Background: an optimization exercise with open tools, aiming at small area. Do not read the settings as production practice. In this exercise RTL edits were held to simulation tests only and were not proved equivalent to the original. Power and IR drop assume default switching activity.

==> inputs of job 7510 <==
// cmsp_tone
module cmsp_tone (
    input  wire        clk,
    input  wire        rst_n,         
    input  wire        cmd_valid,
    output wire        cmd_ready,
    input  wire [31:0] cmd,
    input  wire [31:0] cmd_arg,       
    output wire        busy,          
    output wire [1:0]  seq_mode,      
    output wire        tone_out,      
    output wire        tone_en,       
    output wire [15:0] tone_freq,     
    output wire [31:0] tone_divider,  
    output wire [31:0] ovf_count,     
    output wire        seq_done,      
    output wire        cmd_err,       
    output wire [7:0]  err_code       
);
clock: 1000.0 ns
lec_check: 0
cap_margin: 20
core_margin: 2
core_utilization: 40
slew_margin: 20
run.sh (not shown) runs the stock make flow with config.mk's settings and CLKGATE_MAP_FILE= SYNTH_SCRIPT=/design/flow/synth_recipe.tcl, a recipe that flattens the netlist after the stock synthesis.
==> job 5985 (differences from job 7510) <==
--- a/flow/design.v
+++ b/flow/design.v
@@ -54,23 +54,65 @@
             3'd4: mel_rom = {2'd3, 7'd45, 10'd440};
             3'd5: mel_rom = {2'd2, 7'd30, 10'd659};
             3'd6: mel_rom = {2'd1, 7'd25, 10'd784};
             default: mel_rom = {2'd2, 7'd34, 10'd587};
         endcase
     endfunction
     localparam [29:0] DIV_INIT = {15'd0, 15'd20000};
+    function [31:0] inc32(input [31:0] a, input ci);
+        integer i;
+        reg c;
+        begin
+            c = ci;
+            for (i = 0; i < 32; i = i + 1) begin
+                inc32[i] = a[i] ^ c;
+                c = c & a[i];
+            end
+        end
+    endfunction
+    function [31:0] dec32(input [31:0] a);
+        integer i;
+        reg b;
+        begin
+            b = 1'b1;
+            for (i = 0; i < 32; i = i + 1) begin
+                dec32[i] = a[i] ^ b;
+                b = b & ~a[i];
+            end
+        end
+    endfunction
+    function [31:0] rev32(input [31:0] a);
+        integer i;
+        begin
+            for (i = 0; i < 32; i = i + 1) rev32[i] = a[31 - i];
+        end
+    endfunction
+    function [15:0] sub15(input [14:0] a, input [14:0] b);
+        integer i;
+        reg c;
+        begin
+            c = 1'b1;
+            for (i = 0; i < 15; i = i + 1) begin
+                sub15[i] = a[i] ^ ~b[i] ^ c;
+                c = (a[i] & ~b[i]) | (a[i] & c) | (~b[i] & c);
+            end
+            sub15[15] = c;
+        end
+    endfunction
     reg        en_q, pin_q;
     reg [14:0] hi_q;       
     reg [6:0]  lo_q;       
     reg [15:0] freq_q;
     reg [14:0] div_q;
     reg [31:0] ovf_q;
     reg [1:0]  mode_q;
     reg [2:0]  step_q;     
     reg [31:0] rq_q;       
+    reg        bq_q;       
+    reg        nz_q;       
     reg [3:0]  cnt_q;      
     reg        done_q, err_q;
     reg [2:0]  code_q;
     assign busy = (mode_q != 2'd0);
     assign cmd_ready    = ~busy & (&cnt_q);
     assign seq_mode     = mode_q;
     assign tone_out     = pin_q;
@@ -85,26 +127,34 @@
     wire [7:0]  a8     = cmd[15:8];
     wire [15:0] imm16  = cmd[31:16];
     wire        accept = cmd_valid & cmd_ready;
     wire        a8_z   = (a8 == 8'd0);
     wire        imm_z  = (imm16 == 16'd0);
     wire [15:0] hz = imm16 | ({16{opcode[0]}} & {6'd0, note_hz(a8[4:0])});
     wire [14:0] r_sh = {rq_q[28:15], rq_q[14]};
-    wire [15:0] r_df = {1'b0, r_sh} - {1'b0, hz[14:0]};
-    wire        r_ge = ~r_df[15] & ~hz[15];
-    wire [29:0] div_stepped = {r_ge ? r_df[14:0] : r_sh, rq_q[13:0], r_ge};
+    wire [15:0] r_df = sub15(r_sh, hz[14:0]);
+    wire        r_ge = ~busy & r_df[15] & ~hz[15];
+    wire        s_in = busy ? (rq_q[31] ^ bq_q) : r_ge;
+    wire [31:0] rq_sh = {rq_q[30:29], r_ge ? r_df[14:0] : r_sh, rq_q[13:0], s_in};
     wire [14:0] new_div = {rq_q[14:1], rq_q[0] | (rq_q[14:0] == 15'd0)};
-    wire [14:0] hi_inc = hi_q + 15'd1;
     wire        lo99   = (lo_q == 7'd99);
-    wire        wrap   = en_q & lo99 & (hi_inc == div_q);
+    wire [31:0] hi_dec_w  = dec32({17'd0, hi_q});
+    wire [14:0] hi_dec    = hi_dec_w[14:0];
+    wire [31:0] lo_inc_w  = inc32({25'd0, lo_q}, 1'b1);
+    wire [6:0]  lo_inc    = lo_inc_w[6:0];
+    wire [31:0] cnt_inc_w = inc32({28'd0, cnt_q}, 1'b1);
+    wire [3:0]  cnt_inc   = cnt_inc_w[3:0];
+    wire [31:0] step_inc_w = inc32({29'd0, step_q}, 1'b1);
+    wire [2:0]  step_inc  = step_inc_w[2:0];
+    wire        wrap   = en_q & lo99 & (hi_q == 15'd1);
     wire        ms_tick  = busy & lo99 & (cnt_q == 4'd9);
-    wire        note_end = ms_tick & (rq_q == 32'd1);
-    wire        mel_cont = mode_q[1] & (step_q != 3'd7);
-    wire [2:0]  step_inc = step_q + 3'd1;
-    wire [18:0] mel      = mel_rom(step_inc);
+    wire        note_end = ms_tick & ~nz_q;
+    wire        sh_win   = busy & (cnt_q == 4'd0) & (lo_q[6:5] == 2'd0);
+    wire        mel_cont = mode_q[1] & (step_q != 3'd0);
+    wire [18:0] mel      = mel_rom(step_q);
     reg        en_n, pin_n;
     reg [15:0] freq_n;
     reg [14:0] div_n;
     reg [1:0]  mode_n;
     reg [2:0]  step_n;
     reg        done_n, err_n;
     reg [2:0]  code_n;
@@ -127,16 +177,16 @@
         if (note_end) begin
             pin_n = 1'b0;
             tclr  = 1'b1;
             if (mode_q[1]) begin
                 freq_n = {6'd0, mel[9:0]};
                 div_n  = {8'd0, mel[16:10]};
             end
+            step_n = step_inc;
             if (mel_cont) begin
-                step_n = step_inc;
                 ld_mel = 1'b1;
             end else begin
                 en_n   = 1'b0;
                 mode_n = 2'd0;
                 done_n = 1'b1;
             end
         end
@@ -157,15 +207,15 @@
                 8'h12: begin
                     if (!a8_z) begin err_n = 1'b1; code_n = 3'd2; end
                     else if (imm_z) begin err_n = 1'b1; code_n = 3'd5; end
                     else begin freq_n = hz; div_n = new_div; tclr = 1'b1; end
                 end
                 8'h13: begin
                     if (!imm_z) begin err_n = 1'b1; code_n = 3'd2; end
-                    else if (a8 >= 8'd24) begin err_n = 1'b1; code_n = 3'd6; end
+                    else if (a8[7:5] != 3'd0 || (a8[4] && a8[3])) begin err_n = 1'b1; code_n = 3'd6; end
                     else begin freq_n = hz; div_n = new_div; tclr = 1'b1; end
                 end
                 8'h14: begin
                     if (!a8_z) begin err_n = 1'b1; code_n = 3'd2; end
                     else if (imm_z) begin err_n = 1'b1; code_n = 3'd5; end
                     else begin
                         freq_n = hz; div_n = new_div; tclr = 1'b1;
@@ -175,81 +225,83 @@
                             en_n = 1'b1; mode_n = 2'd1; ld_arg = 1'b1;
                         end
                     end
                 end
                 8'h15: begin
                     if (!(a8_z && imm_z)) begin err_n = 1'b1; code_n = 3'd2; end
                     else begin
-                        freq_n = {6'd0, mel[9:0]};
-                        div_n  = {8'd0, mel[16:10]};
-                        step_n = step_inc;
+                        freq_n = hz; div_n = new_div;
+                        step_n = 3'd1;
                         tclr   = 1'b1;
                         en_n   = 1'b1;
                         mode_n = 2'd2;
-                        ld_mel = 1'b1;
+                        ld_arg = 1'b1;
                     end
                 end
                 default: begin err_n = 1'b1; code_n = 3'd1; end
             endcase
         end
     end
     reg [31:0] rq_n;
     reg [3:0]  cnt_n;
     always @(*) begin
         if (ld_arg) begin
-            rq_n  = cmd_arg;
+            rq_n  = opcode[0] ? 32'h4000_0000 : rev32(cmd_arg);
             cnt_n = 4'd0;
         end else if (ld_mel) begin
-            rq_n  = {30'd0, mel[18:17]};
+            rq_n  = {mel[17], mel[18], 30'd0};
             cnt_n = 4'd0;
         end else if (busy && !note_end) begin
-            rq_n  = ms_tick ? rq_q - 32'd1 : rq_q;
-            cnt_n = lo99 ? (ms_tick ? 4'd0 : cnt_q + 4'd1) : cnt_q;
+            rq_n  = sh_win ? rq_sh : rq_q;
+            cnt_n = lo99 ? (ms_tick ? 4'd0 : cnt_inc) : cnt_q;
         end else if (!cmd_valid || accept || busy) begin
             rq_n  = {2'd0, DIV_INIT};
             cnt_n = 4'd0;
         end else begin
-            rq_n  = {2'd0, div_stepped};
-            cnt_n = cnt_q + 4'd1;
+            rq_n  = rq_sh;
+            cnt_n = cnt_inc;
         end
     end
     always @(posedge clk) begin
         if (!rst_n) begin
             en_q   <= 1'b0;
             pin_q  <= 1'b0;
             freq_q <= 16'd0;
             div_q  <= 15'd0;
             ovf_q  <= 32'd0;
             mode_q <= 2'd0;
-            step_q <= 3'd7;
             rq_q   <= {2'd0, DIV_INIT};
             cnt_q  <= 4'd0;
             done_q <= 1'b0;
             err_q  <= 1'b0;
             code_q <= 3'd0;
         end else begin
             en_q   <= en_n;
             pin_q  <= pin_n;
             freq_q <= freq_n;
             div_q  <= div_n;
-            ovf_q  <= ovf_q + {31'd0, wrap};
+            ovf_q  <= inc32(ovf_q, wrap);
             mode_q <= mode_n;
             step_q <= step_n;
             rq_q   <= rq_n;
             cnt_q  <= cnt_n;
             done_q <= done_n;
             err_q  <= err_n;
             code_q <= code_n;
         end
     end
     always @(posedge clk) begin
+        bq_q <= sh_win ? (bq_q & ~rq_q[31]) : 1'b1;
+        if (sh_win) nz_q <= (nz_q & (lo_q != 7'd0)) | s_in;
+    end
+    always @(posedge clk) begin
         if (tclr) begin
-            hi_q <= 15'd0;
+            hi_q <= div_n;
             lo_q <= 7'd0;
         end else if (lo99) begin
-            hi_q <= hi_inc;
+            hi_q <= hi_dec;
             lo_q <= 7'd0;
         end else begin
-            lo_q <= lo_q + 7'd1;
+            lo_q <= lo_inc;
         end
     end
 endmodule
==> job 5910 (differences from job 7510) <==
--- a/flow/design.v
+++ b/flow/design.v
@@ -54,23 +54,65 @@
             3'd4: mel_rom = {2'd3, 7'd45, 10'd440};
             3'd5: mel_rom = {2'd2, 7'd30, 10'd659};
             3'd6: mel_rom = {2'd1, 7'd25, 10'd784};
             default: mel_rom = {2'd2, 7'd34, 10'd587};
         endcase
     endfunction
     localparam [29:0] DIV_INIT = {15'd0, 15'd20000};
+    function [31:0] inc32(input [31:0] a, input ci);
+        integer i;
+        reg c;
+        begin
+            c = ci;
+            for (i = 0; i < 32; i = i + 1) begin
+                inc32[i] = a[i] ^ c;
+                c = c & a[i];
+            end
+        end
+    endfunction
+    function [31:0] dec32(input [31:0] a);
+        integer i;
+        reg b;
+        begin
+            b = 1'b1;
+            for (i = 0; i < 32; i = i + 1) begin
+                dec32[i] = a[i] ^ b;
+                b = b & ~a[i];
+            end
+        end
+    endfunction
+    function [31:0] rev32(input [31:0] a);
+        integer i;
+        begin
+            for (i = 0; i < 32; i = i + 1) rev32[i] = a[31 - i];
+        end
+    endfunction
+    function [15:0] sub15(input [14:0] a, input [14:0] b);
+        integer i;
+        reg c;
+        begin
+            c = 1'b1;
+            for (i = 0; i < 15; i = i + 1) begin
+                sub15[i] = a[i] ^ ~b[i] ^ c;
+                c = (a[i] & ~b[i]) | (a[i] & c) | (~b[i] & c);
+            end
+            sub15[15] = c;
+        end
+    endfunction
     reg        en_q, pin_q;
     reg [14:0] hi_q;       
     reg [6:0]  lo_q;       
     reg [15:0] freq_q;
     reg [14:0] div_q;
     reg [31:0] ovf_q;
     reg [1:0]  mode_q;
     reg [2:0]  step_q;     
     reg [31:0] rq_q;       
+    reg        bq_q;       
+    reg        nz_q;       
     reg [3:0]  cnt_q;      
     reg        done_q, err_q;
     reg [2:0]  code_q;
     assign busy = (mode_q != 2'd0);
     assign cmd_ready    = ~busy & (&cnt_q);
     assign seq_mode     = mode_q;
     assign tone_out     = pin_q;
@@ -85,26 +127,34 @@
     wire [7:0]  a8     = cmd[15:8];
     wire [15:0] imm16  = cmd[31:16];
     wire        accept = cmd_valid & cmd_ready;
     wire        a8_z   = (a8 == 8'd0);
     wire        imm_z  = (imm16 == 16'd0);
     wire [15:0] hz = imm16 | ({16{opcode[0]}} & {6'd0, note_hz(a8[4:0])});
     wire [14:0] r_sh = {rq_q[28:15], rq_q[14]};
-    wire [15:0] r_df = {1'b0, r_sh} - {1'b0, hz[14:0]};
-    wire        r_ge = ~r_df[15] & ~hz[15];
-    wire [29:0] div_stepped = {r_ge ? r_df[14:0] : r_sh, rq_q[13:0], r_ge};
+    wire [15:0] r_df = sub15(r_sh, hz[14:0]);
+    wire        r_ge = ~busy & r_df[15] & ~hz[15];
+    wire        s_in = busy ? (rq_q[31] ^ bq_q) : r_ge;
+    wire [31:0] rq_sh = {rq_q[30:29], r_ge ? r_df[14:0] : r_sh, rq_q[13:0], s_in};
     wire [14:0] new_div = {rq_q[14:1], rq_q[0] | (rq_q[14:0] == 15'd0)};
-    wire [14:0] hi_inc = hi_q + 15'd1;
     wire        lo99   = (lo_q == 7'd99);
-    wire        wrap   = en_q & lo99 & (hi_inc == div_q);
+    wire [31:0] hi_dec_w  = dec32({17'd0, hi_q});
+    wire [14:0] hi_dec    = hi_dec_w[14:0];
+    wire [31:0] lo_inc_w  = inc32({25'd0, lo_q}, 1'b1);
+    wire [6:0]  lo_inc    = lo_inc_w[6:0];
+    wire [31:0] cnt_inc_w = inc32({28'd0, cnt_q}, 1'b1);
+    wire [3:0]  cnt_inc   = cnt_inc_w[3:0];
+    wire [31:0] step_inc_w = inc32({29'd0, step_q}, 1'b1);
+    wire [2:0]  step_inc  = step_inc_w[2:0];
+    wire        wrap   = en_q & lo99 & (hi_q == 15'd1);
     wire        ms_tick  = busy & lo99 & (cnt_q == 4'd9);
-    wire        note_end = ms_tick & (rq_q == 32'd1);
-    wire        mel_cont = mode_q[1] & (step_q != 3'd7);
-    wire [2:0]  step_inc = step_q + 3'd1;
-    wire [18:0] mel      = mel_rom(step_inc);
+    wire        note_end = ms_tick & ~nz_q;
+    wire        sh_win   = busy & (cnt_q == 4'd0) & (lo_q[6:5] == 2'd0);
+    wire        mel_cont = mode_q[1] & (step_q != 3'd0);
+    wire [18:0] mel      = mel_rom(step_q);
     reg        en_n, pin_n;
     reg [15:0] freq_n;
     reg [14:0] div_n;
     reg [1:0]  mode_n;
     reg [2:0]  step_n;
     reg        done_n, err_n;
     reg [2:0]  code_n;
@@ -127,16 +177,16 @@
         if (note_end) begin
             pin_n = 1'b0;
             tclr  = 1'b1;
             if (mode_q[1]) begin
                 freq_n = {6'd0, mel[9:0]};
                 div_n  = {8'd0, mel[16:10]};
             end
+            step_n = step_inc;
             if (mel_cont) begin
-                step_n = step_inc;
                 ld_mel = 1'b1;
             end else begin
                 en_n   = 1'b0;
                 mode_n = 2'd0;
                 done_n = 1'b1;
             end
         end
@@ -157,15 +207,15 @@
                 8'h12: begin
                     if (!a8_z) begin err_n = 1'b1; code_n = 3'd2; end
                     else if (imm_z) begin err_n = 1'b1; code_n = 3'd5; end
                     else begin freq_n = hz; div_n = new_div; tclr = 1'b1; end
                 end
                 8'h13: begin
                     if (!imm_z) begin err_n = 1'b1; code_n = 3'd2; end
-                    else if (a8 >= 8'd24) begin err_n = 1'b1; code_n = 3'd6; end
+                    else if (a8[7:5] != 3'd0 || (a8[4] && a8[3])) begin err_n = 1'b1; code_n = 3'd6; end
                     else begin freq_n = hz; div_n = new_div; tclr = 1'b1; end
                 end
                 8'h14: begin
                     if (!a8_z) begin err_n = 1'b1; code_n = 3'd2; end
                     else if (imm_z) begin err_n = 1'b1; code_n = 3'd5; end
                     else begin
                         freq_n = hz; div_n = new_div; tclr = 1'b1;
@@ -175,81 +225,83 @@
                             en_n = 1'b1; mode_n = 2'd1; ld_arg = 1'b1;
                         end
                     end
                 end
                 8'h15: begin
                     if (!(a8_z && imm_z)) begin err_n = 1'b1; code_n = 3'd2; end
                     else begin
-                        freq_n = {6'd0, mel[9:0]};
-                        div_n  = {8'd0, mel[16:10]};
-                        step_n = step_inc;
+                        freq_n = hz; div_n = new_div;
+                        step_n = 3'd1;
                         tclr   = 1'b1;
                         en_n   = 1'b1;
                         mode_n = 2'd2;
-                        ld_mel = 1'b1;
+                        ld_arg = 1'b1;
                     end
                 end
                 default: begin err_n = 1'b1; code_n = 3'd1; end
             endcase
         end
     end
     reg [31:0] rq_n;
     reg [3:0]  cnt_n;
     always @(*) begin
         if (ld_arg) begin
-            rq_n  = cmd_arg;
+            rq_n  = opcode[0] ? 32'h4000_0000 : rev32(cmd_arg);
             cnt_n = 4'd0;
         end else if (ld_mel) begin
-            rq_n  = {30'd0, mel[18:17]};
+            rq_n  = {mel[17], mel[18], 30'd0};
             cnt_n = 4'd0;
         end else if (busy && !note_end) begin
-            rq_n  = ms_tick ? rq_q - 32'd1 : rq_q;
-            cnt_n = lo99 ? (ms_tick ? 4'd0 : cnt_q + 4'd1) : cnt_q;
+            rq_n  = sh_win ? rq_sh : rq_q;
+            cnt_n = lo99 ? (ms_tick ? 4'd0 : cnt_inc) : cnt_q;
         end else if (!cmd_valid || accept || busy) begin
             rq_n  = {2'd0, DIV_INIT};
             cnt_n = 4'd0;
         end else begin
-            rq_n  = {2'd0, div_stepped};
-            cnt_n = cnt_q + 4'd1;
+            rq_n  = rq_sh;
+            cnt_n = cnt_inc;
         end
     end
     always @(posedge clk) begin
         if (!rst_n) begin
             en_q   <= 1'b0;
             pin_q  <= 1'b0;
             freq_q <= 16'd0;
             div_q  <= 15'd0;
             ovf_q  <= 32'd0;
             mode_q <= 2'd0;
-            step_q <= 3'd7;
             rq_q   <= {2'd0, DIV_INIT};
             cnt_q  <= 4'd0;
             done_q <= 1'b0;
             err_q  <= 1'b0;
             code_q <= 3'd0;
         end else begin
             en_q   <= en_n;
             pin_q  <= pin_n;
             freq_q <= freq_n;
             div_q  <= div_n;
-            ovf_q  <= ovf_q + {31'd0, wrap};
+            ovf_q  <= inc32(ovf_q, wrap);
             mode_q <= mode_n;
             step_q <= step_n;
             rq_q   <= rq_n;
             cnt_q  <= cnt_n;
             done_q <= done_n;
             err_q  <= err_n;
             code_q <= code_n;
         end
     end
     always @(posedge clk) begin
+        bq_q <= sh_win ? (bq_q & ~rq_q[31]) : 1'b1;
+        if (sh_win) nz_q <= (nz_q & (lo_q != 7'd0)) | s_in;
+    end
+    always @(posedge clk) begin
         if (tclr) begin
-            hi_q <= 15'd0;
+            hi_q <= div_n;
             lo_q <= 7'd0;
         end else if (lo99) begin
-            hi_q <= hi_inc;
+            hi_q <= hi_dec;
             lo_q <= 7'd0;
         end else begin
-            lo_q <= lo_q + 7'd1;
+            lo_q <= lo_inc;
         end
     end
 endmodule
==> flow/flow/run.sh (new file) <==
#!/bin/bash
# Standard layout (standard synthesis unchanged), with:
#  - port buffers of the smallest buffer (buf_1) instead of clkdlybuf4s50_1
#  - a clock tree of small clock buffers without dummy loads
set -u
bash standard.sh \
  "BUFFER_PORTS_ARGS=-buffer_cell sky130_fd_sc_hd__buf_1" \
  "CTS_ARGS=-sink_clustering_enable -repair_clock_nets -dont_use_dummy_load -buf_list {sky130_fd_sc_hd__clkbuf_4 sky130_fd_sc_hd__clkbuf_8} -sink_clustering_size 30 -sink_clustering_max_diameter 100" \
  finish > make_finish.log 2>&1
==> flow/standard.sh (new file) <==
#!/bin/bash
# synth_recipe.tcl (not shown) runs the flow's synth.tcl, then flattens the netlist and writes it again
# the make line also repeats each setting of config.mk as NAME=value (left out here)
make -C /OpenROAD-flow-scripts/flow DESIGN_CONFIG=/design/flow/config.mk WORK_HOME=/design/flow/orfs CLKGATE_MAP_FILE= SYNTH_SCRIPT=/design/flow/synth_recipe.tcl "${@:-finish}"
removed: flow/run.sh
==> results.txt <==
- Job 7510 produced a clean layout. Job 5985 passed the timing, DRC and antenna checks. Job 5910 finished clean.
- Final cell count, lowest first: job 5910, job 5985, job 7510.
- Register-to-register slack: job 7510 > job 5985 > job 5910.
- In job 7510 the flip-flop and latch count is lower than in job 5910, by 2.
- The highest first-iteration DRC count belongs to job 7510, the lowest to job 5910.
- In job 5985 the sequential power is larger than in job 7510, by about 4%.
- In job 7510 the design area is larger than in job 5985, by 15%.
- In job 5985 the die area is lower than in job 7510, by about 16%.
- Synthesized cell count is the same in job 5910 and job 5985.
- Setup slack, highest first: job 7510, job 5910, job 5985.
- Clock-buffer cell count is the same in job 7510 and job 5985.
- In job 7510 the utilization is lower than in job 5985, by 2.0 points.
==> figures <==
| item | job 5985 | job 7510 | job 5910 |
|---|---|---|---|
| Shortest clock period the worst path allows after layout | 207.82 ns | 203.95 ns | 207.52 ns |
| #FFs+latches synth | 135 | 133 | 135 |
| Post-synthesis cell count | 893 | 1229 | 893 |
| Total wire length after detailed routing | 23100 µm | 30700 µm | 22800 µm |
| Number of cells after detailed placement | 1251 | 1626 | 1250 |
| Setup Skew | 0.00821 ns | 0.0191 ns | 0.0302 ns |
| Power drawn by the combinational cells | 1.09 µW | 1.23 µW | 0.916 µW |
| Worst endpoint data arrival time | 208.18 ns | 204.32 ns | 207.89 ns |
| Setup slack after layout | 792.18 ns | 796.05 ns | 792.48 ns |
| Req. time, crit path | 1000.36 ns | 1000.36 ns | 1000.37 ns |
| Share of post-route cells with drive strength above 1 | 7.27% | 6.80% | 5.79% |
| Netlist area before placement | 0.00807 mm² | 0.00960 mm² | 0.00807 mm² |
| Result of the run | timing/DRC/antenna clean | timing/DRC/antenna clean | timing/DRC/antenna clean |
| P_int | 9.54 µW | 9.53 µW | 7.31 µW |
| Static leakage power | 0.00393 µW | 0.00419 µW | 0.00343 µW |
| Routability-driven placement congestion ratio | 0.874 | 0.895 | 0.896 |
| Horiz. Die Dim | 146 µm | 159 µm | 146 µm |
| Maximum cell stage delay along the critical path | 0.90 ns | 0.76 ns | 0.60 ns |
| Bufs and invs on worst path | 4 | 2 | 4 |
| Power attributed to sequential cells | 5.57 µW | 5.38 µW | 5.57 µW |
| Clk Tree Root Cell | sky130_fd_sc_hd__clkbuf_16 | sky130_fd_sc_hd__clkbuf_16 | sky130_fd_sc_hd__clkbuf_8 |
| Reg-to-Reg Start | lo_q[0] | hi_q[0] | lo_q[0] |
| Compound-gate portion of the synthesized area | 19.7% | 21.9% | 19.7% |

-- re-timing with driven ports --
Ports are ideal in the flow. The routed layouts listed here were re-timed in OpenROAD.
Step 1 (the two cells are an assumption about what drives the block):
set clk [get_ports {clk}]
set_driving_cell -lib_cell sky130_fd_sc_hd__clkbuf_16 $clk
set_driving_cell -lib_cell sky130_fd_sc_hd__buf_2 [delete_from_list [all_inputs] $clk]
Step 2 times the ports against the registers' clock, not the clock port: input delays grow and output delays shrink by t, the midpoint of the rising clock arrivals with the driver on.
Slacks: ideal ports / drivers / drivers and shift; pairs: ideal ports / drivers.
| run | t (ns) | setup slack, ns | worst setup path after step 2 |
|---|---|---|---|
| job 7510 | 0.467 | 796.046 / 796.065 / 795.599 | input to register |
| job 5985 | 0.473 | 792.184 / 792.207 / 791.734 | input to register |
| job 5910 | 0.476 | 792.478 / 792.491 / 792.015 | input to register |
After both steps every run listed still meets setup and hold. The setup slack of job 5910, which loses most, moves by +0.013 ns with the drivers and by -0.463 ns with both steps.
